From an optimization exercise on the open Yosys and OpenROAD flow, aimed at small area; shortcuts taken in it are not production practice.
At most, simulation tests tie the RTL to the original design; equivalence was not proved.
Function not checked in run 2: the RTL went through the layout flow alone.
No activity file was given, so power comes from the tool's default toggle rates.

`flow/design.v`:
```
module voice_filter (
    input  wire        clk,
    input  wire        rst,        
    input  wire        start,
    input  wire [31:0] x,
    input  wire        topo,       
    input  wire [1:0]  ftype,      
    input  wire [31:0] a0,
    input  wire [31:0] a1,
    input  wire [31:0] a2,
    input  wire [31:0] b1,
    input  wire [31:0] b2,
    input  wire [31:0] f1,
    input  wire [31:0] q,
    output reg         done,
    output wire [31:0] y
);
    reg [31:0] x1, x2, y1, y2, low, band;
    reg        zx1, zx2, zy1, zy2, zlow, zband;
    reg [31:0] acc;                
    localparam [3:0] S_IDLE  = 4'd0,  S_MLOAD = 4'd1,  S_MIT   = 4'd2,
                     S_NORM  = 4'd3,  S_ROUND = 4'd4,  S_A0    = 4'd5,
                     S_SW1   = 4'd6,  S_SW2   = 4'd7,  S_A1    = 4'd8,
                     S_ALIGN = 4'd9,  S_LH    = 4'd10;
    reg [3:0]  st;
    reg [3:0]  pc;                 
    reg [3:0]  cnt;                
    reg [2:0]  pend;               
    reg        swapped;
    reg [27:0] H;
    reg [26:0] L;
    reg signed [9:0] EH;
    reg [7:0]  EL;
    reg        SH, SL;
    reg        nanF, infF;         
    reg        zL, iL, nL;         
    localparam [1:0] K_MUL = 2'd0, K_ADD = 2'd1, K_LH = 2'd2;
    localparam [3:0] B_R = 4'd0, B_X = 4'd1, B_X1 = 4'd2, B_X2 = 4'd3,
                     B_Y1 = 4'd4, B_Y2 = 4'd5, B_LOW = 4'd6, B_BAND = 4'd7,
                     B_ACC = 4'd8, B_A0 = 4'd9, B_A1 = 4'd10, B_A2 = 4'd11,
                     B_B1 = 4'd12, B_B2 = 4'd13, B_F1 = 4'd14, B_Q = 4'd15;
    localparam [2:0] D_NONE = 3'd0, D_ACC = 3'd1, D_LOW = 3'd2,
                     D_BAND = 3'd3, D_Y1 = 3'd4;
    function [15:0] prog;
        input       tp;
        input [1:0] ft;
        input [3:0] p;
        begin
            prog = 16'd0;
            if (!tp) begin
                case (p)
                    4'd0: prog = {K_MUL, B_X,   B_A0, 2'b00, D_ACC,  1'b0};
                    4'd1: prog = {K_MUL, B_X1,  B_A1, 2'b00, D_NONE, 1'b0};
                    4'd2: prog = {K_ADD, B_ACC, B_A0, 2'b00, D_ACC,  1'b0};
                    4'd3: prog = {K_MUL, B_X2,  B_A2, 2'b00, D_NONE, 1'b0};
                    4'd4: prog = {K_ADD, B_ACC, B_A0, 2'b00, D_ACC,  1'b0};
                    4'd5: prog = {K_MUL, B_Y1,  B_B1, 2'b00, D_NONE, 1'b0};
                    4'd6: prog = {K_ADD, B_ACC, B_A0, 2'b01, D_ACC,  1'b0};
                    4'd7: prog = {K_MUL, B_Y2,  B_B2, 2'b00, D_NONE, 1'b0};
                    default: prog = {K_ADD, B_ACC, B_A0, 2'b01, D_Y1, 1'b1};
                endcase
            end else begin
                case (p)
                    4'd0: prog = {K_MUL, B_BAND, B_Q,  2'b00, D_ACC,  1'b0};
                    4'd1: prog = {K_MUL, B_BAND, B_F1, 2'b00, D_NONE, 1'b0};
                    4'd2: prog = {K_ADD, B_LOW,  B_A0, 2'b00, D_LOW,  1'b0};
                    4'd3: prog = {K_ADD, B_X,    B_A0, 2'b01, D_NONE, 1'b0};
                    4'd4: prog = {K_ADD, B_ACC,  B_A0, 2'b10, D_ACC,  1'b0};
                    4'd5: prog = {K_MUL, B_R,    B_F1, 2'b00, D_NONE, 1'b0};
                    4'd6: prog = {K_ADD, B_BAND, B_A0, 2'b00, D_BAND, ft == 2'd1};
                    default: prog = {K_LH, (ft == 2'd0) ? B_LOW : B_ACC, B_A0,
                                     2'b00, D_NONE, 1'b1};
                endcase
            end
        end
    endfunction
    wire [15:0] cur = prog(topo, ftype, pc);
    wire [15:0] nxt = prog(topo, ftype, pc + 4'd1);
    wire [1:0]  c_kind = cur[15:14];
    wire [3:0]  c_src  = cur[13:10];
    wire [3:0]  c_coef = cur[9:6];
    wire        c_negx = cur[5];
    wire        c_negy = cur[4];
    wire [2:0]  c_dest = cur[3:1];
    wire        c_last = cur[0];
    wire [3:0]  n_first = (nxt[15:14] == K_MUL) ? S_MLOAD :
                          (nxt[15:14] == K_ADD) ? S_A0 : S_LH;
    wire        e_ovf = !EH[9] && (EH[8:0] >= 9'd255);
    wire [31:0] R = nanF ? 32'h7FC00000 :
                    (infF || e_ovf) ? {SH, 8'hFF, 23'd0} :
                    {SH, H[26] ? EH[7:0] : 8'd0, H[25:3]};
    assign y = R;
    wire [3:0] bsel = (st == S_MIT) ? c_coef : (st == S_SW1) ? B_R : c_src;
    reg  [31:0] bus;
    always @(*) begin
        case (bsel)
            B_R:    bus = R;
            B_X:    bus = x;
            B_X1:   bus = zx1   ? 32'd0 : x1;
            B_X2:   bus = zx2   ? 32'd0 : x2;
            B_Y1:   bus = zy1   ? 32'd0 : y1;
            B_Y2:   bus = zy2   ? 32'd0 : y2;
            B_LOW:  bus = zlow  ? 32'd0 : low;
            B_BAND: bus = zband ? 32'd0 : band;
            B_ACC:  bus = acc;
            B_A0:   bus = a0;
            B_A1:   bus = a1;
            B_A2:   bus = a2;
            B_B1:   bus = b1;
            B_B2:   bus = b2;
            B_F1:   bus = f1;
            default: bus = q;
        endcase
    end
    wire [7:0]  be    = bus[30:23];
    wire [22:0] bf    = bus[22:0];
    wire        bden  = (be == 8'd0);
    wire [23:0] bm    = {!bden, bf};
    wire [7:0]  bex   = bden ? 8'd1 : be;
    wire        bzero = bden && (bf == 23'd0);
    wire        binf  = (be == 8'hFF) && (bf == 23'd0);
    wire        bnan  = (be == 8'hFF) && (bf != 23'd0);
    wire        eff_sub = SH ^ SL;
    wire        addmode = (st == S_A1) || (st == S_ALIGN);
    wire        stk     = H[0] | (|L);
    wire        rnd     = H[2] & (H[1] | stk | H[3]);
    wire [28:0] p1 = (st == S_MIT) ? (L[3] ? {2'b00, bm, 3'b000} : 29'd0) :
                     addmode ? (eff_sub ? {1'b1, ~{1'b0, L}} : {2'b00, L}) :
                     (st == S_ROUND) ? {25'd0, rnd, 3'b000} : 29'd0;
    wire [28:0] p2 = (st == S_MIT && L[4]) ? {1'b0, bm, 4'b0000} : 29'd0;
    wire [28:0] sum = {1'b0, H} + p1 + p2 + {28'd0, addmode & eff_sub};
    wire signed [9:0] s_dn = 10'sd1 - EH;             
    wire [7:0]  d_al = EH[7:0] - EL;                  
    wire        sx = bus[31] ^ c_negx;
    wire        sy = SH ^ c_negy;
    wire        y_zero = (H[26:3] == 24'd0);
    wire        yinf   = infF || e_ovf;      
    reg fin;
    always @(*) begin
        fin = 1'b0;
        case (st)
            S_MIT:   fin = (cnt == 4'd11) && (nanF || infF);
            S_ROUND: fin = 1'b1;
            S_A0:    fin = bnan || nanF || binf || yinf || bzero || y_zero;
            S_LH:    fin = 1'b1;
            default: fin = 1'b0;
        endcase
    end
    always @(posedge clk) begin
        if (pend == D_ACC)  acc <= R;
        if (pend == D_LOW)  low <= R;
        if (pend == D_BAND) band <= R;
        if (pend == D_Y1)   y1 <= R;
        if (rst) begin
            zx1 <= 1'b1; zx2 <= 1'b1; zy1 <= 1'b1; zy2 <= 1'b1;
            zlow <= 1'b1; zband <= 1'b1;
        end else begin
            if (pend == D_LOW)  zlow  <= 1'b0;
            if (pend == D_BAND) zband <= 1'b0;
            if (pend == D_Y1)   zy1   <= 1'b0;
            if (fin && c_last && !topo) begin
                x2 <= x1; zx2 <= zx1;
                x1 <= x;  zx1 <= 1'b0;
                y2 <= y1; zy2 <= zy1;
            end
        end
        if (rst) begin
            st   <= S_IDLE;
            pend <= D_NONE;
            done <= 1'b0;
        end else begin
            done <= 1'b0;
            pend <= D_NONE;
            if (fin) begin
                pend <= c_dest;
                if (c_last) begin
                    st   <= S_IDLE;
                    done <= 1'b1;
                end else begin
                    pc <= pc + 4'd1;
                    st <= n_first;
                end
            end
            case (st)
                S_IDLE: if (start) begin
                    pc <= 4'd0;
                    st <= S_MLOAD;
                end
                S_MLOAD: begin
                    L   <= {bm, 3'b000};
                    EL  <= bex;
                    SL  <= bus[31];
                    zL  <= bzero;
                    iL  <= binf;
                    nL  <= bnan;
                    H   <= 28'd0;
                    cnt <= 4'd0;
                    st  <= S_MIT;
                end
                S_MIT: begin
                    if (cnt == 4'd0) begin
                        EH   <= $signed({2'b00, EL}) + $signed({2'b00, bex}) - 10'sd126;
                        SH   <= SL ^ bus[31];
                        nanF <= nL || bnan || (iL && bzero) || (binf && zL);
                        infF <= iL || binf;
                    end
                    H   <= {1'b0, sum[28:2]};
                    L   <= {H[1:0], L[26:5], 3'b000};
                    cnt <= cnt + 4'd1;
                    if (cnt == 4'd11 && !(nanF || infF)) st <= S_NORM;
                end
                S_NORM: begin
                    if (H[27]) begin
                        H  <= {1'b0, H[27:1]};
                        L  <= {H[0], L[26:2], L[1] | L[0]};
                        EH <= EH + 10'sd1;
                    end else if (EH < 10'sd1) begin
                        if (s_dn >= 10'sd25) begin
                            H  <= 28'd0;
                            L  <= 27'd0;
                            EH <= 10'sd1;
                        end else if (s_dn >= 10'sd2) begin
                            H  <= {2'b00, H[27:2]};
                            L  <= {H[1:0], L[26:5], L[4], L[3], |L[2:0]};
                            EH <= EH + 10'sd2;
                        end else begin
                            H  <= {1'b0, H[27:1]};
                            L  <= {H[0], L[26:2], L[1] | L[0]};
                            EH <= EH + 10'sd1;
                        end
                    end else if (!H[26] && (H != 28'd0) && (EH > 10'sd1)) begin
                        if ((H[26:19] == 8'd0) && (EH > 10'sd8)) begin
                            H  <= {H[19:0], L[26:19]};
                            L  <= {L[18:0], 8'd0};
                            EH <= EH - 10'sd8;
                        end else begin
                            H  <= {H[26:0], L[26]};
                            L  <= {L[25:0], 1'b0};
                            EH <= EH - 10'sd1;
                        end
                    end else begin
                        st <= S_ROUND;
                    end
                end
                S_ROUND: begin
                    if (sum[27]) begin
                        H  <= 28'h4000000;
                        EH <= EH + 10'sd1;
                    end else begin
                        H <= {sum[27:3], 3'b000};
                    end
                    L <= 27'd0;
                end
                S_A0: begin
                    nanF <= bnan || nanF || (binf && yinf && (sx != sy));
                    infF <= binf || yinf;
                    SH   <= sy;
                    if (!(bnan || nanF)) begin
                        if (binf || yinf) begin
                            SH <= binf ? sx : sy;
                        end else if (y_zero && bzero) begin
                            SH <= sx & sy;
                        end else if (y_zero) begin
                            H  <= {1'b0, bm, 3'b000};
                            EH <= $signed({2'b00, bex});
                            SH <= sx;
                        end else if (bzero) begin
                            SH <= sy;
                        end else if ($signed({2'b00, bex}) > EH) begin
                            swapped <= 1'b1;
                            st <= S_SW1;
                        end else begin
                            L  <= {bm, 3'b000};
                            EL <= bex;
                            SL <= sx;
                            swapped <= 1'b0;
                            st <= S_A1;
                        end
                    end
                end
                S_SW1: begin
                    L  <= {bm, 3'b000};
                    EL <= bex;
                    SL <= bus[31];
                    st <= S_SW2;
                end
                S_SW2: begin
                    H  <= {1'b0, bm, 3'b000};
                    EH <= $signed({2'b00, bex});
                    SH <= sx;
                    st <= S_A1;
                end
                S_A1: begin
                    if (eff_sub && (EH[7:0] == EL) && !swapped && sum[28]) begin
                        swapped <= 1'b1;
                        st <= S_SW1;
                    end else begin
                        st <= S_ALIGN;
                    end
                end
                S_ALIGN: begin
                    if (d_al >= 8'd26) begin
                        L  <= {26'd0, |L};
                        EL <= EH[7:0];
                    end else if (d_al >= 8'd2) begin
                        L  <= {H[1:0], L[26:5], L[4], L[3], |L[2:0]};
                        EL <= EL + 8'd2;
                    end else if (d_al == 8'd1) begin
                        L  <= {H[0], L[26:2], L[1] | L[0]};
                        EL <= EL + 8'd1;
                    end else begin
                        H <= sum[27:0];
                        L <= 27'd0;
                        if (sum[27:0] == 28'd0) SH <= 1'b0;
                        st <= S_NORM;
                    end
                end
                S_LH: begin
                    H    <= {1'b0, bm, 3'b000};
                    EH   <= $signed({2'b00, bex});
                    SH   <= bus[31];
                    nanF <= bnan;
                    infF <= binf;
                end
                default: ;
            endcase
            if (fin) begin
                if (c_last) st <= S_IDLE;
                else        st <= n_first;
            end
        end
    end
endmodule
```
`flow/run.sh`:
```
#!/bin/bash
# synth_recipe.tcl (not shown) runs the flow's synth.tcl, then flattens the netlist and writes it again
# the make line also repeats each setting of config.mk as NAME=value (left out here)
make -C /OpenROAD-flow-scripts/flow DESIGN_CONFIG=/design/flow/config.mk WORK_HOME=/design/flow/orfs CLKGATE_MAP_FILE= SYNTH_SCRIPT=/design/flow/synth_recipe.tcl finish
```
`flow/config.mk`:
```
export PLATFORM = sky130hd
export DESIGN_NAME = voice_filter
export DESIGN_NICKNAME = voice_filter
export VERILOG_FILES = /design/flow/design.v
export SDC_FILE = /design/flow/constraint.sdc
export NUM_CORES = 4
export LEC_CHECK = 0
export CAP_MARGIN = 20
export CORE_MARGIN = 2
export CORE_UTILIZATION = 40
export SLEW_MARGIN = 20
```
`flow/constraint.sdc`:
```
create_clock -name core_clock -period 22.0 [get_ports {clk}]
set_input_delay 4.4000 -clock core_clock [delete_from_list [all_inputs] [get_ports {clk}]]
set_output_delay 4.4000 -clock core_clock [all_outputs]
set_load 0.01 [all_outputs]
```
==> results of run 1 <==
[metrics by stage]
step                      power (mW)  setup WS, ns  std cells
after detailed placement        3.51          8.44       3801
after CTS                       4.23          9.01       3876
after global routing            4.50          8.45       3878
after floorplan                 2.51          9.93       2780
after global placement          3.49          8.53       3799
final                           4.32          8.86       3878
[power by group through the flow]
stage / Sequential, mW / Clock [mW] / Combinational [mW]
after global routing: 1.04 / 0.747 / 2.72
after global placement: 1.03 / 0 / 2.46
after CTS: 1.02 / 0.723 / 2.49
after floorplan: 0.910 / 0 / 1.60
after detailed placement: 1.03 / 0 / 2.47
final: 1.03 / 0.722 / 2.57
[cell families (layout without fill, tap and decap cells)]
family | after synthesis | count (layout) | share of synthesized area [%]
muxes | 89 | 89 | 3.60
xor gates and xnor gates | 90 | 90 | 3.15
AOI/OAI and AO/OA | 924 | 924 | 25.1
adders and majority gates | 112 | 112 | 6.44
DFF | 334 | 334 | 39.2
other | 0 | 1 | 0
and+or+nand+nor | 904 | 904 | 17.2
buffers and inverters | 327 | 587 | 5.27
[final timing paths]
| check | startpoint | endpoint | slack [ns] | depth (start not counted) |
|---|---|---|---|---|
| max | topo | H[24] | 8.86 | 27 |
| min | y1[30] | y2[30] | 0.44 | 0 |
| max reg2reg | pc[0] | H[24] | 11.97 | 29 |
| min reg2reg | y1[30] | y2[30] | 0.44 | 0 |
[registers in the layout, summed over array words and instances, names as in the netlist, 3 cells and up, named ones only]
name  cells
EL        8
y1       32
cnt       4
pend      3
st        4
x1       32
low      32
L        27
pc        4
acc      32
y2       32
x2       32
band     32
EH       10
H        28
[critical path, delay by kind of cell]
family | cells | cell delay, ns
AOI/OAI and AO/OA | 13 | 4.25
and+or+nand+nor | 8 | 1.91
buffers and inverters | 3 | 1.50
adders and majority gates | 2 | 0.79
xor gates and xnor gates | 1 | 0.61
[placed cells by master (no fill, tap or decap), types with 28 or more instances in the layout]
| cell | Yosys | layout |
|---|---|---|
| a21oi_1 | 243 | 241 |
| a221o_1 | 30 | 30 |
| a221oi_1 | 34 | 34 |
| a22oi_1 | 45 | 45 |
| a31oi_1 | 38 | 37 |
| and2_1 | 29 | 29 |
| and3_1 | 40 | 40 |
| buf_4 | 3 | 97 |
| clkbuf_16 | 0 | 45 |
| clkdlybuf4s50_1 | 0 | 294 |
| edfxtp_1 | 313 | 313 |
| fa_1 | 28 | 28 |
| ha_1 | 84 | 84 |
| inv_1 | 116 | 116 |
| mux2i_1 | 80 | 80 |
| nand2_1 | 299 | 299 |
| nand3_1 | 91 | 91 |
| nand4_1 | 32 | 32 |
| nor2_1 | 224 | 223 |
| nor3_1 | 50 | 49 |
| o21ai_0 | 164 | 161 |
| o22ai_1 | 51 | 51 |
| xnor2_1 | 63 | 63 |
[area by class of cell]
type	instances	area share, %
multi-input combinational	2119	46.2
sequential	334	32.2
timing repair buffer	393	12.1
clock buffer	58	3.95
tap	837	3.44
inverter	119	1.47
clock inverter	17	0.644
antenna	1	0.00821
[layer usage]
| metal | vias up | track usage [%] |
|---|---|---|
| li1 | 11000 | - |
| met4 | 6 | 19.2 |
| met1 | 12400 | 47.3 |
| met3 | 401 | 7.82 |
| met5 | - | 0 |
| met2 | 1894 | 59.5 |
==> summary.txt, run 1 <==
Run status
  – Status: timing/DRC/antenna clean

Floorplan
  – I/O pin cnt: just under 300
  – Core area: 61800 um2
  – Die Wd: approximately 250 um
  – Initial Util: between 40% and 50%
  – Cell Rows: 91
  – Die Ht: between 200 and 300 um
  – Die area: 64600 um2

Clock tree
  – CTS Root Cell: clkbuf_16
  – CTS Buf Count: 42
  – Clock sinks: 334
  – Clock transition at path regs: ~0.070 ns
  – Max Root-Sink Buffers: 3
  – Worst-Skew Late Latency: 0.60 ns
  – H-tree depth: 2
  – Resized cells post-CTS: 0
  – Post-CTS Repair Setup Buffers: 0
  – TritonCTS clock tree: done
  – Post-CTS Hold Buffers: 0

GRT
  – Vias in the first global route: 24700
  – Gr ovfl total: 0
  – First-pass GRT wire length: 175000 um
  – GRT Overall Usage: 37.1%
  – Initial antenna violation count: 4
  – Largest net degree at the start of global routing: 69

Route
  – Vias per cell: between 6 and 7
  – DR pass1 iterations: 7
  – Vias: 25700
  – Avg WL per Cell: 31.8 um
  – Final WL: 123000 um
  – Wl on met1: 47000 um
  – Met3 wire length: ~14000 um
  – Top Layer Used: met5
  – First-iteration detailed-routing DRC count: 3617
  – DRC viols: 0
  – Post-route ant nets: 0
  – DR WL met2: 55100 um

Timing
  – Final Cycle Share: 59.7%
  – RSZ-0062 raised after global routing: false
  – Worst Skew: 0.0155 ns
  – Fmax: 76.1 MHz
  – Fin Setup TNS: 0 ns
  – Fin. Hold Viols: 0
  – Final setup fails: 0
  – Worst-margin pin slew: approximately 1.2 ns
  – Relative slew slack: 18.9%
  – Post-route minimum period: between 10 and 15 ns
  – Pins Over Slew Limit: 0
  – Hold_ws: ~0.44 ns

Setup path
  – CP Max Fanout: 42
  – Most used cell along the critical path: a21oi_1
  – Endpoint type of the worst setup path: register
  – Crit-path slowest cell: clkdlybuf4s50_1
  – CP max stage delay: 0.83 ns
  – Kind of critical path: primary input to register
  – Worst Path Arrival: 13.57 ns
  – Startpoint Class: primary input
  – Worst endpoint required time: 22.43 ns

Yosys
  – Count of cell types in the netlist: 98
  – Cell Area, Synth: 25000 um2
  – Synth Area per Inst: 9.00 um2
  – Post-synthesis sequential area ratio: approximately 40%
  – Fraction of registers with async set/reset: 0%
  – EDFF count, synth: 313
  – Post-synth top flop: edfxtp_1
  – Syn_nets: 3154
  – Seq cells post-synth: ~330
  – YS warnings: 1
  – Top-count cell post-synth: edfxtp_1
  – Synth Instances: 2780
  – Largest area contributor in the netlist: edfxtp_1
  – Synth top area cells: edfxtp_1 (38%), a21oi_1 (4.9%), nand2_1 (4.5%)
  – Synth top area share: 37.5%
  – Post-synth top cells: edfxtp_1 (313), nand2_1 (299), a21oi_1 (243)

Final layout
  – P&R area growth vs syn: 21.8%
  – Fin util: 49.3%
  – Multi-input logic area: 14100 um2
  – Share of layout cells above drive strength 1: 7.66%
  – Design area: 30500 um2
  – Register area: about 9800 um2
  – Final Net Count: between 3000 and 4000
  – Fillers: about 6000

Job
  – Max cap viols: 0

Power and ir drop
  – Sequential share of power: about a quarter
  – Max IR drop VDD: about 0.082 mV
  – Clock power share: 16.7%
  – Pwr dens: 142 nW/um2
  – Internal power: 2.11 mW
  – Switch share: 51.2%
  – Power share of the combinational group: 59.6%
  – Leakage: about 11 nW
  – Switch Pwr: between 2 and 2.5 mW

Place
  – Placed inst area: 29100 um2
  – Port Buffers: about 300
  – Post-detail-place hpwl: ~90000 um
  – Final GP Congestion: approximately 1

Worst hold path
  – Hold crit path type: register to register
==> run 2: changes to the inputs <==
--- a/flow/design.v
+++ b/flow/design.v
@@ -16,11 +16,14 @@
     output wire [31:0] y
 );
-    reg [31:0] x1, x2, y1, y2, low, band;
-    reg        zx1, zx2, zy1, zy2, zlow, zband;
+    reg [31:0] W0, W1, W2, W3, W4, W5;
+    reg [2:0]  hs;
+    reg        xsel, ysel;
+    reg [5:0]  zf;
     reg [31:0] acc;                
     localparam [3:0] S_IDLE  = 4'd0,  S_MLOAD = 4'd1,  S_MIT   = 4'd2,
                      S_NORM  = 4'd3,  S_ROUND = 4'd4,  S_A0    = 4'd5,
                      S_SW1   = 4'd6,  S_SW2   = 4'd7,  S_A1    = 4'd8,
-                     S_ALIGN = 4'd9,  S_LH    = 4'd10;
+                     S_ALIGN = 4'd9,  S_LH    = 4'd10, S_WR    = 4'd11,
+                     S_UPD0  = 4'd12;
     reg [3:0]  st;
     reg [3:0]  pc;                 
@@ -92,4 +95,18 @@
     assign y = R;
     wire [3:0] bsel = (st == S_MIT) ? c_coef : (st == S_SW1) ? B_R : c_src;
+    reg  [2:0] rslot;
+    always @(*) begin
+        case (c_src)
+            B_X2:   rslot = {2'b00, xsel};
+            B_X1:   rslot = {2'b00, !xsel};
+            B_Y2:   rslot = {2'b01, ysel};
+            B_Y1:   rslot = {2'b01, !ysel};
+            B_LOW:  rslot = 3'd4;
+            default: rslot = 3'd5;
+        endcase
+    end
+    wire       src_ring = (c_src >= B_X1) && (c_src <= B_BAND);
+    wire       rdy = !src_ring || (hs == rslot);
+    wire       head_zero = zf[hs];
     reg  [31:0] bus;
     always @(*) begin
@@ -97,10 +114,6 @@
             B_R:    bus = R;
             B_X:    bus = x;
-            B_X1:   bus = zx1   ? 32'd0 : x1;
-            B_X2:   bus = zx2   ? 32'd0 : x2;
-            B_Y1:   bus = zy1   ? 32'd0 : y1;
-            B_Y2:   bus = zy2   ? 32'd0 : y2;
-            B_LOW:  bus = zlow  ? 32'd0 : low;
-            B_BAND: bus = zband ? 32'd0 : band;
+            B_X1, B_X2, B_Y1, B_Y2, B_LOW, B_BAND:
+                    bus = head_zero ? 32'd0 : W0;
             B_ACC:  bus = acc;
             B_A0:   bus = a0;
@@ -136,4 +149,9 @@
     wire        y_zero = (H[26:3] == 24'd0);
     wire        yinf   = infF || e_ovf;      
+    wire [2:0]  dslot = (st == S_UPD0) ? {2'b01, ysel} :
+                        (c_dest == D_LOW) ? 3'd4 : 3'd5;
+    wire        wr_r  = ((st == S_WR) || (st == S_UPD0)) && (hs == dslot);
+    wire        wr_x  = (st == S_MLOAD) && rdy && (c_src == B_X2);
+    wire [31:0] tail  = wr_r ? R : wr_x ? x : W0;
     reg fin;
     always @(*) begin
@@ -142,27 +160,26 @@
             S_MIT:   fin = (cnt == 4'd11) && (nanF || infF);
             S_ROUND: fin = 1'b1;
-            S_A0:    fin = bnan || nanF || binf || yinf || bzero || y_zero;
-            S_LH:    fin = 1'b1;
+            S_A0:    fin = rdy && (bnan || nanF || binf || yinf || bzero || y_zero);
+            S_LH:    fin = rdy;
             default: fin = 1'b0;
         endcase
     end
     always @(posedge clk) begin
-        if (pend == D_ACC)  acc <= R;
-        if (pend == D_LOW)  low <= R;
-        if (pend == D_BAND) band <= R;
-        if (pend == D_Y1)   y1 <= R;
+        W0 <= W1; W1 <= W2; W2 <= W3; W3 <= W4; W4 <= W5;
+        W5 <= tail;
+        hs <= (rst || hs >= 3'd5) ? 3'd0 : hs + 3'd1;
         if (rst) begin
-            zx1 <= 1'b1; zx2 <= 1'b1; zy1 <= 1'b1; zy2 <= 1'b1;
-            zlow <= 1'b1; zband <= 1'b1;
+            zf   <= 6'b111111;
+            xsel <= 1'b0;
+            ysel <= 1'b0;
         end else begin
-            if (pend == D_LOW)  zlow  <= 1'b0;
-            if (pend == D_BAND) zband <= 1'b0;
-            if (pend == D_Y1)   zy1   <= 1'b0;
-            if (fin && c_last && !topo) begin
-                x2 <= x1; zx2 <= zx1;
-                x1 <= x;  zx1 <= 1'b0;
-                y2 <= y1; zy2 <= zy1;
-            end
+            if (wr_r || wr_x)
+                zf[hs] <= 1'b0;
+            if (wr_x)
+                xsel <= !xsel;
+            if (wr_r && (st == S_UPD0))
+                ysel <= !ysel;
         end
+        if (pend == D_ACC)  acc <= R;
         if (rst) begin
             st   <= S_IDLE;
@@ -172,14 +189,8 @@
             done <= 1'b0;
             pend <= D_NONE;
-            if (fin) begin
-                pend <= c_dest;
-                if (c_last) begin
-                    st   <= S_IDLE;
-                    done <= 1'b1;
-                end else begin
-                    pc <= pc + 4'd1;
-                    st <= n_first;
-                end
-            end
+            if (fin && (c_dest == D_ACC))
+                pend <= D_ACC;
+            if (fin && (c_dest == D_NONE || c_dest == D_ACC) && !c_last)
+                pc <= pc + 4'd1;
             case (st)
                 S_IDLE: if (start) begin
@@ -187,5 +198,5 @@
                     st <= S_MLOAD;
                 end
-                S_MLOAD: begin
+                S_MLOAD: if (rdy) begin
                     L   <= {bm, 3'b000};
                     EL  <= bex;
@@ -252,5 +263,5 @@
                     L <= 27'd0;
                 end
-                S_A0: begin
+                S_A0: if (rdy) begin
                     nanF <= bnan || nanF || (binf && yinf && (sx != sy));
                     infF <= binf || yinf;
@@ -285,5 +296,5 @@
                     st <= S_SW2;
                 end
-                S_SW2: begin
+                S_SW2: if (rdy) begin
                     H  <= {1'b0, bm, 3'b000};
                     EH <= $signed({2'b00, bex});
@@ -316,5 +327,5 @@
                     end
                 end
-                S_LH: begin
+                S_LH: if (rdy) begin
                     H    <= {1'b0, bm, 3'b000};
                     EH   <= $signed({2'b00, bex});
@@ -323,9 +334,29 @@
                     infF <= binf;
                 end
+                S_WR: if (hs == dslot) begin
+                    if (c_last) begin
+                        st   <= S_IDLE;
+                        done <= 1'b1;
+                    end else begin
+                        pc <= pc + 4'd1;
+                        st <= n_first;
+                    end
+                end
+                S_UPD0: if (hs == dslot) begin
+                    st   <= S_IDLE;
+                    done <= 1'b1;
+                end
                 default: ;
             endcase
             if (fin) begin
-                if (c_last) st <= S_IDLE;
-                else        st <= n_first;
+                if (c_dest == D_LOW || c_dest == D_BAND)
+                    st <= S_WR;
+                else if (c_dest == D_Y1)
+                    st <= S_UPD0;
+                else if (c_last) begin
+                    st   <= S_IDLE;
+                    done <= 1'b1;
+                end else
+                    st <= n_first;
             end
         end
==> flow/flow/run.sh (new file) <==
#!/bin/bash
# The standard layout (the standard.sh, standard synthesis included),
# with one change: the buffer that placement puts on every input and output
# port is sky130_fd_sc_hd__buf_1 instead of the flow's default choice.
set -euo pipefail
cd "$(dirname "$0")/.."
echo 'export BUFFER_PORTS_ARGS = -buffer_cell sky130_fd_sc_hd__buf_1' >> config.mk
bash standard.sh finish > standard_flow.log 2>&1
==> flow/standard.sh (new file) <==
#!/bin/bash
# synth_recipe.tcl (not shown) runs the flow's synth.tcl, then flattens the netlist and writes it again
# the make line also repeats each setting of config.mk as NAME=value (left out here)
make -C /OpenROAD-flow-scripts/flow DESIGN_CONFIG=/design/flow/config.mk WORK_HOME=/design/flow/orfs CLKGATE_MAP_FILE= SYNTH_SCRIPT=/design/flow/synth_recipe.tcl "${@:-finish}"
--- a/flow/config.mk
+++ b/flow/config.mk
@@ -10,2 +10,3 @@
 export CORE_UTILIZATION = 40
 export SLEW_MARGIN = 20
+export BUFFER_PORTS_ARGS = -buffer_cell sky130_fd_sc_hd__buf_1
removed: flow/run.sh
==> run 2 against run 1 <==
  * Maximum frequency decreased by 0.11%
  * Utilization decreased by 2.9 points
  * Clock power decreased by 7.2%
  * Non-clock buffer count decreased by 29
  * First-iteration DRC count decreased by 6.6%
  * Area after synthesis decreased by 10%
  * Total power decreased by 8.0%
  * Register-to-register slack got worse by 0.21 ns
  * Sequential power about the same
  * Worst hold slack got worse by 0.13 ns
  * Sequential share of layout area decreased by 1.2 points
  * Combinational power decreased by about 10%
  * Still clean on timing, DRC and antenna
==> summary.txt, run 2 <==
GRT
  – Initial antenna violation count: 1 (was 4)
  – Met1 usage: 43.8% (was 47.3%)
  – GRT Max-Usage Layer: met2 (unchanged)
  – Global Route met3 Usage: 6.18% (was 7.82%)
  – GRT Overall Usage: 33.3% (was 37.1%)
  – Met2 Resource Use GR: 52.8% (was 59.5%)
  – Vias in the first global route: 21900 (was 24700)
  – Gr ovfl total: 0 (unchanged)
  – First-pass GRT wire length: 144000 um (was 175000 um)
  – Largest net degree at the start of global routing: 67 (was 69)

Timing
  – RSZ-0062 raised after global routing: false (unchanged)
  – Relative slew slack: 14.9% (was 18.9%)
  – Worst Skew: 0.0320 ns (was 0.0155 ns)
  – Fin. Hold Viols: 0 (unchanged)
  – Hold_ws: 0.308 ns (was 0.441 ns)
  – Final setup fails: 0 (unchanged)
  – Pins Over Slew Limit: 0 (unchanged)
  – Fmax: 76.0 MHz (was 76.1 MHz)
  – Worst-margin pin slew: 1.27 ns (was 1.21 ns)
  – Fin Setup TNS: 0 ns (unchanged)
  – Post-route minimum period: 13.15 ns (was 13.14 ns)
  – Final Cycle Share: 59.8% (was 59.7%)

Yosys
  – Synth top area share: 19.3% (was 37.5%)
  – Adder-cell share of the synthesized area: 7.35% (was 6.44%)
  – Post-synth top flop: dfxtp_1 (was edfxtp_1)
  – Combinational family with the most area after synthesis: compound AO/OA/AOI/OAI gates (unchanged)
  – EDFF count, synth: 121 (was 313)
  – Fraction of registers with async set/reset: 0% (unchanged)
  – Xor and xnor area share after synthesis: 3.51% (was 3.15%)
  – Mux cell area share after synthesis: 6.24% (was 3.60%)
  – Top-count cell post-synth: nand2_1 (was edfxtp_1)
  – Largest area contributor in the netlist: dfxtp_1 (was edfxtp_1)
  – Post-synth top cells: nand2_1 (250), dfxtp_1 (216), nor2_1 (210) (was edfxtp_1 (313), nand2_1 (299), a21oi_1 (243))
  – Seq cells post-synth: 337 (was 334)
  – Cell Area, Synth: 22400 um2 (was 25000 um2)
  – Count of cell types in the netlist: 109 (was 98)
  – Post-synthesis sequential area ratio: 35.5% (was 39.2%)
  – Syn_nets: 2955 (was 3154)
  – Post-Synth Simple-Gate Area: 16.6% (was 17.2%)
  – Compound-Gate Fraction of Synth Area: 25.5% (was 25.1%)
  – Synth Area per Inst: 8.70 um2 (was 9.00 um2)
  – YS warnings: 1 (unchanged)
  – Synth top area cells: dfxtp_1 (19%), edfxtp_1 (16%), ha_1 (4.9%) (was edfxtp_1 (38%), a21oi_1 (4.9%), nand2_1 (4.5%))
  – Synth Instances: 2578 (was 2780)

Clock tree
  – Clock sinks: 337 (was 334)
  – Post-CTS Hold Buffers: 0 (unchanged)
  – H-tree depth: 2 (unchanged)
  – TritonCTS clock tree: done (unchanged)
  – Worst-Skew Late Latency: 0.59 ns (was 0.60 ns)
  – Post-CTS Repair Setup Buffers: 0 (unchanged)
  – CTS Root Cell: clkbuf_16 (unchanged)
  – Clock transition at path regs: 0.07 ns (about the same)
  – CTS Buf Count: 38 (was 42)
  – Resized cells post-CTS: 0 (unchanged)
  – Max Root-Sink Buffers: 3 (unchanged)

Final layout
  – Final Net Count: 3185 (was 3383)
  – Share of layout cells above drive strength 1: 8.10% (was 7.66%)
  – Fin util: 46.4% (was 49.3%)
  – Commonest non-fill, non-tap cell in the layout: buf_1 (was edfxtp_1)
  – Diode count: 0 (was 1)
  – P&R area growth vs syn: 14.5% (was 21.8%)
  – Commonest cells after routing, fill and taps aside: buf_1 (294), nand2_1 (250), dfxtp_1 (215), nor2_1 (208), a21oi_1 (201) (was edfxtp_1 (313), nand2_1 (299), clkdlybuf4s50_1 (294), a21oi_1 (241), nor2_1 (223))

Setup path
  – Worst R2R Start: EH[3] (was pc[0])
  – CP endpoint: st[2] (was H[24])
  – Worst endpoint required time: 22.47 ns (was 22.43 ns)
  – Startpoint Class: primary input (unchanged)
  – Endpoint type of the worst setup path: register (unchanged)
  – Worst Path Arrival: 13.62 ns (was 13.57 ns)
  – CP max stage delay: 0.93 ns (was 0.83 ns)
  – Critical Path Source: topo (unchanged)
  – Most used cell along the critical path: o21ai_0 (was a21oi_1)
  – CP delay by family, top: compound AO/OA/AOI/OAI gates (unchanged)
  – Kind of critical path: primary input to register (unchanged)
  – R2R Path End: st[2] (was H[24])
  – Crit-path slowest cell: a2111oi_1 (was clkdlybuf4s50_1)
  – Critical path depth: 28 (was 27)
  – Setup slack, reg-to-reg: 11.76 ns (was 11.97 ns)
  – R2R cell count: 32 (was 29)
  – CP Max Fanout: 49 (was 42)
  – Worst Path Buf+Inv: 3 (unchanged)

Place
  – Port Buffers: 294 (unchanged)
  – Post-detail-place hpwl: 74500 um (was 90200 um)
  – Final GP Congestion: 1.02 (was 1.00)

Power and ir drop
  – Internal power: 1.95 mW (was 2.11 mW)
  – Switch Pwr: 2.03 mW (was 2.21 mW)
  – Sequential share of power: 25.0% (was 23.7%)
  – Power share of the combinational group: 58.1% (was 59.6%)
  – Leakage: 9.45 nW (was 11.2 nW)
  – Max IR drop VDD: 0.106 mV (was 0.0820 mV)
  – Pwr dens: 155 nW/um2 (was 142 nW/um2)
  – Clock power share: 16.8% (was 16.7%)
  – Switch share: 51.0% (was 51.2%)

Floorplan
  – Die Wd: 241 um (was 254 um)
  – Cell Rows: 86 (was 91)
  – Die Ht: 241 um (was 254 um)
  – I/O pin cnt: 295 (unchanged)
  – Core area: 55300 um2 (was 61800 um2)
  – Die area: 58000 um2 (was 64600 um2)
  – Initial Util: 40.6% (was 40.5%)

Route
  – DR pass1 iterations: 11 (was 7)
  – DRC viols: 0 (unchanged)
  – Avg WL per Cell: 27.7 um (was 31.8 um)
  – Vias per cell: 6.45 (was 6.63)
  – First-iteration detailed-routing DRC count: 3377 (was 3617)
  – Final WL: 99400 um (was 123000 um)
  – Post-route ant nets: 0 (unchanged)
  – Vias: 23100 (was 25700)

Run status
  – Status: timing/DRC/antenna clean (unchanged)

Job
  – Max cap viols: 0 (unchanged)

Worst hold path
  – Hold crit path type: register to register (unchanged)
[run 2: changes by cell type after synthesis, sizes merged, moves of 15 or more]
cell,delta
a21oi,-42
a221o,-21
a221oi,-20
a222oi,+15
buf,-15
clkbuf,-19
dfxtp,+195
edfxtp,-192
mux2,+28
mux2i,+16
nand2,-48
nand3,-39
o221ai,+28
[run 2: cell type report]
class / count / area, um2
multi-input cells: 1948 / 13400
flip-flops and latches: 337 / 7960
repair buffers: 364 / 1630
inverters: 119 / 447
clock inverters: 15 / 116
well taps: 748 / 936
fillers: 5535 / 29600
clock buffers: 55 / 1170
[run 2: worst min path at each step]
stage,depth (start not counted),end,start,slack [ns]
floorplan,0,W0[0],W1[0],0.31
global placement,0,W3[26],W4[26],0.31
detailed placement,0,W0[14],W1[14],0.31
CTS,0,W1[3],W2[3],0.32
global route,0,W1[3],W2[3],0.32
finish,0,W1[3],W2[3],0.31
[run 2: cells by family after synthesis]
| family | count (synthesis) |
|---|---|
| xor+xnor | 90 |
| buf+inv | 293 |
| fa+ha+maj | 115 |
| compound gates | 833 |
| flops | 337 |
| simple gates | 776 |
| mux | 134 |
[run 2: power by group through the flow]
stage	registers, mW	logic [mW]	clock network [mW]
after global routing	1.00	2.46	0.695
after global placement	0.998	2.19	0
after floorplan	0.879	1.52	0
after detailed placement	0.998	2.22	0
final	0.996	2.31	0.670
after CTS	0.986	2.24	0.673
[run 2: metrics by stage]
stage	cell area (um2)	power [mW]	instances	worst slack, ns
2_1_floorplan	22400	2.40	2578	10.84
3_3_place_gp	24400	3.19	3516	8.85
3_5_place_dp	24400	3.22	3516	8.66
4_1_cts	25700	3.90	3586	9.22
5_1_grt	25700	4.16	3586	8.75
6_report	25700	3.98	3586	8.85
[run 2: routing by layer]
metal	vias up	wire length, um
li1	10100	-
met1	11200	39900
met2	1577	44000
met3	284	10100
met4	2	5500
met5	-	13
==> run 3: changes to the inputs <==
--- a/flow/design.v
+++ b/flow/design.v
@@ -18,5 +18,4 @@
     reg [31:0] W0, W1, W2, W3, W4, W5;
     reg [2:0]  hs;
-    reg        xsel, ysel;
     reg [5:0]  zf;
     reg [31:0] acc;                
@@ -25,5 +24,6 @@
                      S_SW1   = 4'd6,  S_SW2   = 4'd7,  S_A1    = 4'd8,
                      S_ALIGN = 4'd9,  S_LH    = 4'd10, S_WR    = 4'd11,
-                     S_UPD0  = 4'd12;
+                     S_UPD0  = 4'd12, S_UPD1  = 4'd13, S_UPD2  = 4'd14,
+                     S_UPD3  = 4'd15;
     reg [3:0]  st;
     reg [3:0]  pc;                 
@@ -98,8 +98,8 @@
     always @(*) begin
         case (c_src)
-            B_X2:   rslot = {2'b00, xsel};
-            B_X1:   rslot = {2'b00, !xsel};
-            B_Y2:   rslot = {2'b01, ysel};
-            B_Y1:   rslot = {2'b01, !ysel};
+            B_X2:   rslot = 3'd0;
+            B_X1:   rslot = 3'd1;
+            B_Y2:   rslot = 3'd2;
+            B_Y1:   rslot = 3'd3;
             B_LOW:  rslot = 3'd4;
             default: rslot = 3'd5;
@@ -149,9 +149,9 @@
     wire        y_zero = (H[26:3] == 24'd0);
     wire        yinf   = infF || e_ovf;      
-    wire [2:0]  dslot = (st == S_UPD0) ? {2'b01, ysel} :
-                        (c_dest == D_LOW) ? 3'd4 : 3'd5;
-    wire        wr_r  = ((st == S_WR) || (st == S_UPD0)) && (hs == dslot);
-    wire        wr_x  = (st == S_MLOAD) && rdy && (c_src == B_X2);
-    wire [31:0] tail  = wr_r ? R : wr_x ? x : W0;
+    wire [2:0]  dslot = (c_dest == D_LOW) ? 3'd4 : 3'd5;
+    wire        wr_r  = ((st == S_WR) && (hs == dslot)) || (st == S_UPD3);
+    wire        wr_x  = (st == S_UPD1);
+    wire        wr_cp = ((st == S_UPD0) && (hs == 3'd0)) || (st == S_UPD2);
+    wire [31:0] tail  = wr_r ? R : wr_x ? x : wr_cp ? W1 : W0;
     reg fin;
     always @(*) begin
@@ -169,16 +169,10 @@
         W5 <= tail;
         hs <= (rst || hs >= 3'd5) ? 3'd0 : hs + 3'd1;
-        if (rst) begin
-            zf   <= 6'b111111;
-            xsel <= 1'b0;
-            ysel <= 1'b0;
-        end else begin
-            if (wr_r || wr_x)
-                zf[hs] <= 1'b0;
-            if (wr_x)
-                xsel <= !xsel;
-            if (wr_r && (st == S_UPD0))
-                ysel <= !ysel;
-        end
+        if (rst)
+            zf <= 6'b111111;
+        else if (wr_r || wr_x)
+            zf[hs] <= 1'b0;
+        else if (wr_cp)
+            zf[hs] <= zf[hs + 3'd1];
         if (pend == D_ACC)  acc <= R;
         if (rst) begin
@@ -343,5 +337,8 @@
                     end
                 end
-                S_UPD0: if (hs == dslot) begin
+                S_UPD0: if (hs == 3'd0) st <= S_UPD1;
+                S_UPD1: st <= S_UPD2;
+                S_UPD2: st <= S_UPD3;
+                S_UPD3: begin
                     st   <= S_IDLE;
                     done <= 1'b1;
==> flow/run.sh (new file) <==
#!/bin/bash
# synth_recipe.tcl (not shown) runs the flow's synth.tcl, then flattens the netlist and writes it again
# the make line also repeats each setting of config.mk as NAME=value (left out here)
make -C /OpenROAD-flow-scripts/flow DESIGN_CONFIG=/design/flow/config.mk WORK_HOME=/design/flow/orfs CLKGATE_MAP_FILE= SYNTH_SCRIPT=/design/flow/synth_recipe.tcl finish
--- a/flow/config.mk
+++ b/flow/config.mk
@@ -10,3 +10,2 @@
 export CORE_UTILIZATION = 40
 export SLEW_MARGIN = 20
-export BUFFER_PORTS_ARGS = -buffer_cell sky130_fd_sc_hd__buf_1
removed: flow/flow/run.sh
removed: flow/standard.sh
==> run 3 against run 2 <==
  * Still clean on timing, DRC and antenna
  * Flip-flop and latch count down 2
  * Register-to-register slack better by 0.82 ns
  * Clock-buffer cell count up 3
  * Clock power up 9.0%
  * First-iteration DRC count down 1.2%
  * Cell area up 9.1%
  * Utilization up 3.2 points
  * Cell count up 4.4%
  * Synthesized cell count up 5.7%
  * Routed wire length up 12%
  * Combinational power up 19%
  * Non-clock buffer count down 3
  * Critical endpoint is now SH
  * Largest cell class unchanged
  * Largest power group unchanged
==> summary.txt, run 3 <==
Timing
  – Post-route minimum period: 13.59 ns (was 13.15 ns)
  – Fin. Hold Viols: 0 (unchanged)
  – RSZ-0062 raised after global routing: false (unchanged)
  – Relative slew slack: 13.9% (was 14.9%)
  – Pins Over Slew Limit: 0 (unchanged)
  – Final setup fails: 0 (unchanged)
  – Fin Setup TNS: 0 ns (unchanged)
  – Final setup margin: 8.41 ns (was 8.85 ns)
  – Final Cycle Share: 61.8% (was 59.8%)
  – Worst-margin pin slew: 1.28 ns (was 1.27 ns)
  – Worst Skew: 0.0213 ns (was 0.0320 ns)
  – Fmax: 73.6 MHz (was 76.0 MHz)

GRT
  – Vias in the first global route: 22700 (was 21900)
  – GRT Max-Usage Layer: met2 (unchanged)
  – Global Route met3 Usage: 8.10% (was 6.18%)
  – First-pass GRT wire length: 160000 um (was 144000 um)
  – Gr ovfl total: 0 (unchanged)
  – Met1 usage: 49.6% (was 43.8%)
  – GRT Overall Usage: 36.5% (was 33.3%)
  – Met2 Resource Use GR: 54.2% (was 52.8%)
  – Largest net degree at the start of global routing: 67 (unchanged)
  – Initial antenna violation count: 2 (was 1)

Setup path
  – Setup slack, reg-to-reg: 12.58 ns (was 11.76 ns)
  – R2R Path End: SH (was st[2])
  – Crit-path slowest cell: clkdlybuf4s50_1 (was a2111oi_1)
  – Worst Path Buf+Inv: 2 (was 3)
  – CP delay by family, top: compound AO/OA/AOI/OAI gates (unchanged)
  – CP max stage delay: 1.09 ns (was 0.93 ns)
  – CP Max Fanout: 66 (was 49)
  – Worst endpoint required time: 22.29 ns (was 22.47 ns)
  – Endpoint type of the worst setup path: register (unchanged)
  – Startpoint Class: primary input (unchanged)
  – R2R cell count: 30 (was 32)
  – Most used cell along the critical path: o21ai_0 (unchanged)
  – Worst R2R Start: pc[3] (was EH[3])
  – Worst Path Arrival: 13.88 ns (was 13.62 ns)
  – Kind of critical path: primary input to register (unchanged)

Clock tree
  – CTS Root Cell: clkbuf_16 (unchanged)
  – CTS Buf Count: 42 (was 38)
  – TritonCTS clock tree: done (unchanged)
  – H-tree depth: 2 (unchanged)
  – Resized cells post-CTS: 0 (unchanged)
  – Worst-Skew Late Latency: 0.58 ns (was 0.59 ns)
  – Post-CTS Repair Setup Buffers: 0 (unchanged)
  – Clock sinks: 335 (was 337)
  – Clock transition at path regs: 0.06 ns (was 0.07 ns)
  – Post-CTS Hold Buffers: 0 (unchanged)
  – Max Root-Sink Buffers: 3 (unchanged)

Final layout
  – Share of layout cells above drive strength 1: 7.57% (was 8.10%)
  – Final Net Count: 3333 (was 3185)
  – Commonest cells after routing, fill and taps aside: nand2_1 (404), clkdlybuf4s50_1 (294), dfxtp_1 (213), a21oi_1 (206), o21ai_0 (201) (was buf_1 (294), nand2_1 (250), dfxtp_1 (215), nor2_1 (208), a21oi_1 (201))
  – Register area: 7920 um2 (was 7960 um2)
  – Commonest non-fill, non-tap cell in the layout: nand2_1 (was buf_1)
  – Multi-input logic area: 13700 um2 (was 13400 um2)
  – Design area: 28000 um2 (was 25700 um2)
  – Diode count: 0 (unchanged)
  – Fin util: 49.7% (was 46.4%)
  – P&R area growth vs syn: 22.8% (was 14.5%)
  – Fillers: 5453 (was 5535)

Floorplan
  – Initial Util: 40.4% (was 40.6%)
  – Cell Rows: 87 (was 86)
  – I/O pin cnt: 295 (unchanged)
  – Die Ht: 243 um (was 241 um)
  – Die Wd: 243 um (was 241 um)
  – Core area: 56400 um2 (was 55300 um2)
  – Die area: 58900 um2 (was 58000 um2)

Yosys
  – Synth top area cells: dfxtp_1 (19%), edfxtp_1 (16%), nand2_1 (6.6%) (was dfxtp_1 (19%), edfxtp_1 (16%), ha_1 (4.9%))
  – Synth top area share: 18.8% (was 19.3%)
  – Largest area contributor in the netlist: dfxtp_1 (unchanged)
  – YS warnings: 1 (unchanged)
  – Fraction of registers with async set/reset: 0% (unchanged)
  – Syn_nets: 3102 (was 2955)
  – Seq cells post-synth: 335 (was 337)
  – Synth Area per Inst: 8.37 um2 (was 8.70 um2)
  – Top-count cell post-synth: nand2_1 (unchanged)
  – Post-synth top cells: nand2_1 (404), dfxtp_1 (214), a21oi_1 (209) (was nand2_1 (250), dfxtp_1 (216), nor2_1 (210))
  – Count of cell types in the netlist: 110 (was 109)
  – Post-synth top flop: dfxtp_1 (unchanged)
  – Cell Area, Synth: 22800 um2 (was 22400 um2)
  – Post-synthesis sequential area ratio: 34.7% (was 35.5%)
  – Synth Instances: 2724 (was 2578)
  – EDFF count, synth: 121 (unchanged)

Route
  – Vias per cell: 6.40 (was 6.45)
  – First-iteration detailed-routing DRC count: 3338 (was 3377)
  – DRC viols: 0 (unchanged)
  – Post-route ant nets: 0 (unchanged)
  – Avg WL per Cell: 29.8 um (was 27.7 um)
  – Final WL: 111000 um (was 99400 um)
  – Vias: 23900 (was 23100)
  – DR pass1 iterations: 10 (was 11)

Place
  – Final GP Congestion: 1.01 (was 1.02)
  – Pre-CTS setup slack: 8.02 ns (was 8.66 ns)
  – Post-detail-place hpwl: 84600 um (was 74500 um)
  – Placed inst area: 26500 um2 (was 24400 um2)
  – Port Buffers: 294 (unchanged)

Worst hold path
  – Hold depth: 0 (unchanged)
  – Origin of the worst min-delay path: W3[9] (was W2[3])
  – Hold crit path type: register to register (unchanged)
  – WHS Endpoint: W2[9] (was W1[3])

Power and ir drop
  – Leakage: 10.8 nW (was 9.45 nW)
  – Max IR drop VDD: 0.0948 mV (was 0.106 mV)
  – Pwr dens: 161 nW/um2 (was 155 nW/um2)

Run status
  – Status: timing/DRC/antenna clean (unchanged)

Job
  – Max cap viols: 0 (unchanged)
## run 3: cell count changes in the layout (fill, tap and decap cells not counted), sizes merged, moves of 14 or more
cell / change
a22oi: -14
a31oi: -18
buf: -297
clkdlybuf4s50: +294
inv: +18
mux2: -26
nand2: +153
nand3: +25
nor2: -24
o21ai: +45
## run 3: report_power, final
part | internal [mW] | switching, mW
sequential | 0.861 | 0.187
combinational | 0.915 | 1.83
clock | 0.426 | 0.304
total | 2.20 | 2.32
## run 3: worst max-delay path by stage
stage,startpoint,to,cells past startpoint
floorplan,topo,L[0],27
global placement,topo,SH,31
detailed placement,topo,SH,31
CTS,topo,SH,31
global route,topo,SH,31
finish,topo,SH,31
## run 3: metrics by stage
stage | power (mW) | hold WS [ns] | instances
after floorplan | 2.69 | 0.310 | 2724
after global routing | 4.74 | 0.329 | 3743
final | 4.52 | 0.318 | 3743
after global placement | 3.67 | 0.309 | 3667
after detailed placement | 3.69 | 0.312 | 3667
after CTS | 4.43 | 0.317 | 3743
## run 3: cells by family (layout without fill, tap and decap cells)
| family | Yosys count | count (layout) | synth area share, % |
|---|---|---|---|
| AO/OA/AOI/OAI | 838 | 838 | 25.0 |
| flip-flops | 335 | 335 | 34.7 |
| buffers and inverters | 316 | 579 | 5.77 |
| XOR/XNOR | 91 | 91 | 3.49 |
| AND/OR/NAND/NOR | 922 | 922 | 18.8 |
| multiplexers | 105 | 105 | 4.89 |
| adder cells (fa/ha/maj) | 117 | 117 | 7.33 |
## run 3: routing by layer
layer | wire, um | part of all wire [%] | vias to the layer above
met5 | 11 | 0.0099 | -
met4 | 6770 | 6.1 | 2
met3 | 12400 | 11 | 300
met2 | 46600 | 42 | 1616
met1 | 45700 | 41 | 11500
li1 | - | - | 10500
## run 3: cell type report
cell class | instances | share of cell area, %
clock buffer | 58 | 4.61
clock inverter | 18 | 0.545
inverter | 142 | 1.90
multi-input combinational | 2073 | 49.0
sequential | 335 | 28.3
tap | 756 | 3.38
timing repair buffer | 361 | 12.3
==> run 4: changes to the inputs <==
--- a/flow/design.v
+++ b/flow/design.v
@@ -18,4 +18,5 @@
     reg [31:0] W0, W1, W2, W3, W4, W5;
     reg [2:0]  hs;
+    reg        xsel, ysel;
     reg [5:0]  zf;
     reg [31:0] acc;                
@@ -24,6 +25,5 @@
                      S_SW1   = 4'd6,  S_SW2   = 4'd7,  S_A1    = 4'd8,
                      S_ALIGN = 4'd9,  S_LH    = 4'd10, S_WR    = 4'd11,
-                     S_UPD0  = 4'd12, S_UPD1  = 4'd13, S_UPD2  = 4'd14,
-                     S_UPD3  = 4'd15;
+                     S_UPD0  = 4'd12, S_UPDX  = 4'd13;
     reg [3:0]  st;
     reg [3:0]  pc;                 
@@ -94,12 +94,14 @@
                     {SH, H[26] ? EH[7:0] : 8'd0, H[25:3]};
     assign y = R;
-    wire [3:0] bsel = (st == S_MIT) ? c_coef : (st == S_SW1) ? B_R : c_src;
+    wire [3:0] bsel = (st == S_MIT) ? c_coef :
+                      (st == S_UPDX) ? B_X :
+                      (st == S_SW1 || st == S_WR || st == S_UPD0) ? B_R : c_src;
     reg  [2:0] rslot;
     always @(*) begin
         case (c_src)
-            B_X2:   rslot = 3'd0;
-            B_X1:   rslot = 3'd1;
-            B_Y2:   rslot = 3'd2;
-            B_Y1:   rslot = 3'd3;
+            B_X2:   rslot = {2'b00, xsel};
+            B_X1:   rslot = {2'b00, !xsel};
+            B_Y2:   rslot = {2'b01, ysel};
+            B_Y1:   rslot = {2'b01, !ysel};
             B_LOW:  rslot = 3'd4;
             default: rslot = 3'd5;
@@ -149,9 +151,27 @@
     wire        y_zero = (H[26:3] == 24'd0);
     wire        yinf   = infF || e_ovf;      
-    wire [2:0]  dslot = (c_dest == D_LOW) ? 3'd4 : 3'd5;
-    wire        wr_r  = ((st == S_WR) && (hs == dslot)) || (st == S_UPD3);
-    wire        wr_x  = (st == S_UPD1);
-    wire        wr_cp = ((st == S_UPD0) && (hs == 3'd0)) || (st == S_UPD2);
-    wire [31:0] tail  = wr_r ? R : wr_x ? x : wr_cp ? W1 : W0;
+    wire [2:0]  dslot = (st == S_UPDX) ? {2'b00, xsel} :
+                        (st == S_UPD0) ? {2'b01, ysel} :
+                        (c_dest == D_LOW) ? 3'd4 : 3'd5;
+    wire        wr    = ((st == S_WR) || (st == S_UPD0) || (st == S_UPDX)) && (hs == dslot);
+    wire [31:0] tail  = wr ? bus : W0;
+    reg        e_useh, e_useb;
+    reg signed [9:0] e_k;
+    always @(*) begin
+        e_useh = 1'b1; e_useb = 1'b0; e_k = 10'sd0;
+        case (st)
+            S_MLOAD: begin e_useh = 1'b0; e_useb = 1'b1; e_k = -10'sd126; end
+            S_MIT:   begin e_useb = 1'b1; end
+            S_NORM:  begin
+                if (H[27] || (EH < 10'sd1 && s_dn < 10'sd2)) e_k = 10'sd1;
+                else if (EH < 10'sd1) e_k = 10'sd2;
+                else if ((H[26:19] == 8'd0) && (EH > 10'sd8)) e_k = -10'sd8;
+                else e_k = -10'sd1;
+            end
+            S_ROUND: e_k = 10'sd1;
+            default: begin e_useh = 1'b0; e_useb = 1'b1; end
+        endcase
+    end
+    wire signed [9:0] eadd = (e_useh ? EH : 10'sd0) + (e_useb ? $signed({2'b00, bex}) : 10'sd0) + e_k;
     reg fin;
     always @(*) begin
@@ -169,10 +189,16 @@
         W5 <= tail;
         hs <= (rst || hs >= 3'd5) ? 3'd0 : hs + 3'd1;
-        if (rst)
-            zf <= 6'b111111;
-        else if (wr_r || wr_x)
-            zf[hs] <= 1'b0;
-        else if (wr_cp)
-            zf[hs] <= zf[hs + 3'd1];
+        if (rst) begin
+            zf   <= 6'b111111;
+            xsel <= 1'b0;
+            ysel <= 1'b0;
+        end else begin
+            if (wr)
+                zf[hs] <= 1'b0;
+            if (wr && (st == S_UPDX))
+                xsel <= !xsel;
+            if (wr && (st == S_UPD0))
+                ysel <= !ysel;
+        end
         if (pend == D_ACC)  acc <= R;
         if (rst) begin
@@ -200,4 +226,5 @@
                     nL  <= bnan;
                     H   <= 28'd0;
+                    EH  <= eadd;
                     cnt <= 4'd0;
                     st  <= S_MIT;
@@ -205,5 +232,5 @@
                 S_MIT: begin
                     if (cnt == 4'd0) begin
-                        EH   <= $signed({2'b00, EL}) + $signed({2'b00, bex}) - 10'sd126;
+                        EH   <= eadd;
                         SH   <= SL ^ bus[31];
                         nanF <= nL || bnan || (iL && bzero) || (binf && zL);
@@ -219,5 +246,5 @@
                         H  <= {1'b0, H[27:1]};
                         L  <= {H[0], L[26:2], L[1] | L[0]};
-                        EH <= EH + 10'sd1;
+                        EH <= eadd;
                     end else if (EH < 10'sd1) begin
                         if (s_dn >= 10'sd25) begin
@@ -226,11 +253,11 @@
                             EH <= 10'sd1;
                         end else if (s_dn >= 10'sd2) begin
-                            H  <= {2'b00, H[27:2]};
+                            H  <= {1'b0, sum[28:2]};
                             L  <= {H[1:0], L[26:5], L[4], L[3], |L[2:0]};
-                            EH <= EH + 10'sd2;
+                            EH <= eadd;
                         end else begin
                             H  <= {1'b0, H[27:1]};
                             L  <= {H[0], L[26:2], L[1] | L[0]};
-                            EH <= EH + 10'sd1;
+                            EH <= eadd;
                         end
                     end else if (!H[26] && (H != 28'd0) && (EH > 10'sd1)) begin
@@ -238,9 +265,9 @@
                             H  <= {H[19:0], L[26:19]};
                             L  <= {L[18:0], 8'd0};
-                            EH <= EH - 10'sd8;
+                            EH <= eadd;
                         end else begin
                             H  <= {H[26:0], L[26]};
                             L  <= {L[25:0], 1'b0};
-                            EH <= EH - 10'sd1;
+                            EH <= eadd;
                         end
                     end else begin
@@ -251,5 +278,5 @@
                     if (sum[27]) begin
                         H  <= 28'h4000000;
-                        EH <= EH + 10'sd1;
+                        EH <= eadd;
                     end else begin
                         H <= {sum[27:3], 3'b000};
@@ -268,5 +295,5 @@
                         end else if (y_zero) begin
                             H  <= {1'b0, bm, 3'b000};
-                            EH <= $signed({2'b00, bex});
+                            EH <= eadd;
                             SH <= sx;
                         end else if (bzero) begin
@@ -292,5 +319,5 @@
                 S_SW2: if (rdy) begin
                     H  <= {1'b0, bm, 3'b000};
-                    EH <= $signed({2'b00, bex});
+                    EH <= eadd;
                     SH <= sx;
                     st <= S_A1;
@@ -323,5 +350,5 @@
                 S_LH: if (rdy) begin
                     H    <= {1'b0, bm, 3'b000};
-                    EH   <= $signed({2'b00, bex});
+                    EH   <= eadd;
                     SH   <= bus[31];
                     nanF <= bnan;
@@ -337,8 +364,6 @@
                     end
                 end
-                S_UPD0: if (hs == 3'd0) st <= S_UPD1;
-                S_UPD1: st <= S_UPD2;
-                S_UPD2: st <= S_UPD3;
-                S_UPD3: begin
+                S_UPDX: if (hs == dslot) st <= S_UPD0;
+                S_UPD0: if (hs == dslot) begin
                     st   <= S_IDLE;
                     done <= 1'b1;
@@ -350,5 +375,5 @@
                     st <= S_WR;
                 else if (c_dest == D_Y1)
-                    st <= S_UPD0;
+                    st <= S_UPDX;
                 else if (c_last) begin
                     st   <= S_IDLE;
==> flow/flow/run.sh (new file) <==
#!/bin/bash
# The standard layout (the standard.sh, standard synthesis included),
# with two changes: the buffer that placement puts on every input and output
# port is sky130_fd_sc_hd__buf_1, and clock tree synthesis adds no dummy
# loads, and its sink clusters and buffers are set below.
set -euo pipefail
cd "$(dirname "$0")/.."
cat >> config.mk <<'MK'
export BUFFER_PORTS_ARGS = -buffer_cell sky130_fd_sc_hd__buf_1
export CTS_ARGS = -sink_clustering_enable -repair_clock_nets -dont_use_dummy_load -sink_clustering_size 18 -sink_clustering_max_diameter 130 -buf_list {sky130_fd_sc_hd__clkbuf_16}
MK
bash standard.sh finish > standard_flow.log 2>&1
==> flow/standard.sh (new file) <==
#!/bin/bash
# synth_recipe.tcl (not shown) runs the flow's synth.tcl, then flattens the netlist and writes it again
# the make line also repeats each setting of config.mk as NAME=value (left out here)
make -C /OpenROAD-flow-scripts/flow DESIGN_CONFIG=/design/flow/config.mk WORK_HOME=/design/flow/orfs CLKGATE_MAP_FILE= SYNTH_SCRIPT=/design/flow/synth_recipe.tcl "${@:-finish}"
--- a/flow/config.mk
+++ b/flow/config.mk
@@ -10,2 +10,4 @@
 export CORE_UTILIZATION = 40
 export SLEW_MARGIN = 20
+export BUFFER_PORTS_ARGS = -buffer_cell sky130_fd_sc_hd__buf_1
+export CTS_ARGS = -sink_clustering_enable -repair_clock_nets -dont_use_dummy_load -sink_clustering_size 18 -sink_clustering_max_diameter 130 -buf_list {sky130_fd_sc_hd__clkbuf_16}
removed: flow/run.sh
==> run 4 against run 3 <==
  * Global-route usage down 3.7 points
  * Clock power fell by 45%
  * Flip-flop and latch count up 2
  * Utilization down 4.9 points
  * Area after synthesis decreased by 2.6%
  * Critical path type unchanged
  * Critical endpoint is now H[7]
  * Largest power group unchanged
==> summary.txt, run 4 <==
Power and ir drop
  – Switch share: 53.7% (was 51.3%)
  – Max IR drop VDD: 0.0584 mV (was 0.0948 mV)
  – Pwr dens: 157 nW/um2 (was 161 nW/um2)
  – Internal power: 1.79 mW (was 2.20 mW)
  – Clock power share: 10.4% (was 16.1%)
  – Leakage: 9.51 nW (was 10.8 nW)
  – Switch Pwr: 2.08 mW (was 2.32 mW)
  – Power share of the combinational group: 63.9% (was 60.7%)
  – Sequential share of power: 25.7% (was 23.2%)

Timing
  – Pins Over Slew Limit: 0 (unchanged)
  – RSZ-0062 raised after global routing: false (unchanged)
  – Fin. Hold Viols: 0 (unchanged)
  – Final setup margin: 9.64 ns (was 8.41 ns)
  – Final setup fails: 0 (unchanged)
  – Relative slew slack: 23.7% (was 13.9%)
  – Worst-margin pin slew: 1.13 ns (was 1.28 ns)
  – Final Cycle Share: 56.2% (was 61.8%)
  – Worst Skew: 0.0388 ns (was 0.0213 ns)
  – Post-route minimum period: 12.36 ns (was 13.59 ns)
  – Fmax: 80.9 MHz (was 73.6 MHz)

Yosys
  – Fraction of registers with async set/reset: 0% (unchanged)
  – Post-synth top cells: nand2_1 (309), dfxtp_1 (216), nor2_1 (185) (was nand2_1 (404), dfxtp_1 (214), a21oi_1 (209))
  – Synth Area per Inst: 8.53 um2 (was 8.37 um2)
  – Synth Instances: 2604 (was 2724)
  – Seq cells post-synth: 337 (was 335)
  – Syn_nets: 2974 (was 3102)
  – Top-count cell post-synth: nand2_1 (unchanged)
  – Post-synthesis sequential area ratio: 35.8% (was 34.7%)
  – EDFF count, synth: 121 (unchanged)
  – Count of cell types in the netlist: 105 (was 110)
  – Synth top area cells: dfxtp_1 (19%), edfxtp_1 (16%), nand2_1 (5.2%) (was dfxtp_1 (19%), edfxtp_1 (16%), nand2_1 (6.6%))

GRT
  – Initial antenna violation count: 8 (was 2)
  – GRT Overall Usage: 32.7% (was 36.5%)
  – Vias in the first global route: 21200 (was 22700)
  – Gr ovfl total: 0 (unchanged)
  – First-pass GRT wire length: 141000 um (was 160000 um)

Floorplan
  – Die Wd: 240 um (was 243 um)
  – Die area: 57500 um2 (was 58900 um2)
  – Initial Util: 40.4% (about the same)
  – Cell Rows: 86 (was 87)

Job
  – Max cap viols: 0 (unchanged)

Route
  – First-iteration detailed-routing DRC count: 3179 (was 3338)
  – Final WL: 97300 um (was 111000 um)
  – Vias per cell: 6.43 (was 6.40)

Final layout
  – Final Net Count: 3166 (was 3333)
  – Fin util: 44.8% (was 49.7%)
  – P&R area growth vs syn: 10.8% (was 22.8%)
  – Commonest non-fill, non-tap cell in the layout: nand2_1 (unchanged)
  – Share of layout cells above drive strength 1: 6.08% (was 7.57%)

Place
  – Post-detail-place hpwl: 72100 um (was 84600 um)
  – Pre-CTS setup slack: 9.28 ns (was 8.02 ns)
  – Final GP Congestion: 0.964 (was 1.01)
  – Port Buffers: 294 (unchanged)

Clock tree
  – Clock transition at path regs: 0.11 ns (was 0.06 ns)
  – CTS Root Cell: clkbuf_16 (unchanged)
  – CTS Buf Count: 22 (was 42)
  – TritonCTS clock tree: done (unchanged)
  – Clock sinks: 337 (was 335)
  – Worst-Skew Late Latency: 0.58 ns (about the same)
  – Resized cells post-CTS: 0 (unchanged)
  – Post-CTS Hold Buffers: 0 (unchanged)

Run status
  – Status: timing/DRC/antenna clean (unchanged)

Setup path
  – Kind of critical path: primary input to register (unchanged)
  – CP Max Fanout: 48 (was 66)
  – Worst R2R Start: pc[0] (was pc[3])
  – Worst endpoint required time: 22.30 ns (was 22.29 ns)
  – Critical Path Source: topo (unchanged)
  – Endpoint type of the worst setup path: register (unchanged)
  – R2R Path End: H[7] (was SH)

Worst hold path
  – Hold depth: 0 (unchanged)
  – WHS Endpoint: W2[3] (was W2[9])
[run 4: changes by cell type in the layout (fill, tap and decap cells not counted), moves of 17 or more]
cell / previous run / this run
and3_1: 19 / 43
nand2_1: 404 / 309
o221ai_1: 29 / 11
o21a_1: 25 / 42
o221a_2: 1 / 21
a21oi_1: 206 / 181
o21ai_0: 201 / 180
clkbuf_16: 50 / 22
mux2i_1: 90 / 58
clkdlybuf4s50_1: 294 / 0
inv_1: 137 / 120
buf_1: 0 / 294
a221oi_1: 7 / 30
[run 4: through the flow]
stage	cell area, um2	instances	total power [mW]
final	24600	3546	3.87
after floorplan	22200	2604	2.50
after CTS	24600	3542	3.78
after global routing	24600	3543	4.07
after detailed placement	24100	3520	3.38
after global placement	24100	3519	3.35
[run 4: worst max-delay path by stage]
stage	endpoint	slack [ns]	cells after the start
2_1_floorplan	H[7]	11.21	32
3_3_place_gp	st[1]	9.48	29
3_5_place_dp	H[15]	9.28	27
4_1_cts	H[7]	9.82	27
5_1_grt	H[7]	9.14	27
6_report	H[7]	9.64	27
[run 4: metal layers]
metal  GRT usage [%]  vias up  share of wire, %
met5               0        -             0.051
met4            13.2        6               4.3
met3            5.52      209                11
met2            51.7     1542                45
met1            44.4    11000                40
li1                -    10000                 -
[run 4: kinds of logic (layout without fill, tap and decap cells)]
group	Yosys count	after routing	synth area share [%]
other cells	0	4	0
compound gates	853	853	26.6
buf+inv	313	503	5.52
simple gates	837	837	18.1
fa+ha+maj	108	108	7.30
mux	72	72	3.42
xor+xnor	84	84	3.31
flops	337	337	35.8
[run 4: layout make-up]
type / count / area [um2] / area share, %
Tap cell: 748 / 936 / 3.80
Sequential cell: 337 / 7960 / 32.3
Clock buffer: 22 / 551 / 2.24
Antenna cell: 4 / 10.0 / 0.0406
Multi-Input combinational cell: 1954 / 13100 / 53.3
Inverter: 122 / 458 / 1.86
Timing Repair Buffer: 359 / 1590 / 6.46
[run 4: critical path: stages]
cell and delay [ns]:
buf_1 0.66, nor2_1 0.30, nand2_1 0.22, o31a_1 0.31, a41o_2 0.61, buf_4 0.58, nand2_1 0.31, a21oi_1 0.23
a211oi_1 0.07, a21oi_1 0.60, nand2_1 0.11, o21ai_0 0.12, fa_1 0.46, ha_1 0.32, o21ai_0 0.13, a21boi_0 0.13
o21ai_0 0.25, a21oi_1 0.13, o21a_1 0.22, nor2_1 0.14, a21oi_1 0.12, a41o_1 0.33, o211a_1 0.26, or4_1 0.56
nand4_1 0.20, nand2_1 0.40, a221o_1 0.46
[run 4: power by group through the flow]
stage,combinational [mW],clock (mW),sequential [mW]
final,2.47,0.403,0.995
after global routing,2.63,0.426,1.01
after CTS,2.39,0.405,0.987
after detailed placement,2.38,0,1.00
after global placement,2.35,0,0.998
after floorplan,1.64,0,0.860

Re-timed with assumed drivers on the ports (clkbuf_16 on the clock, buf_2 on other inputs), run 4 has 9.632 ns of setup slack against 9.639 ns with ideal ports, and 9.012 ns once port delays also move by the mid clock arrival of 0.621 ns.
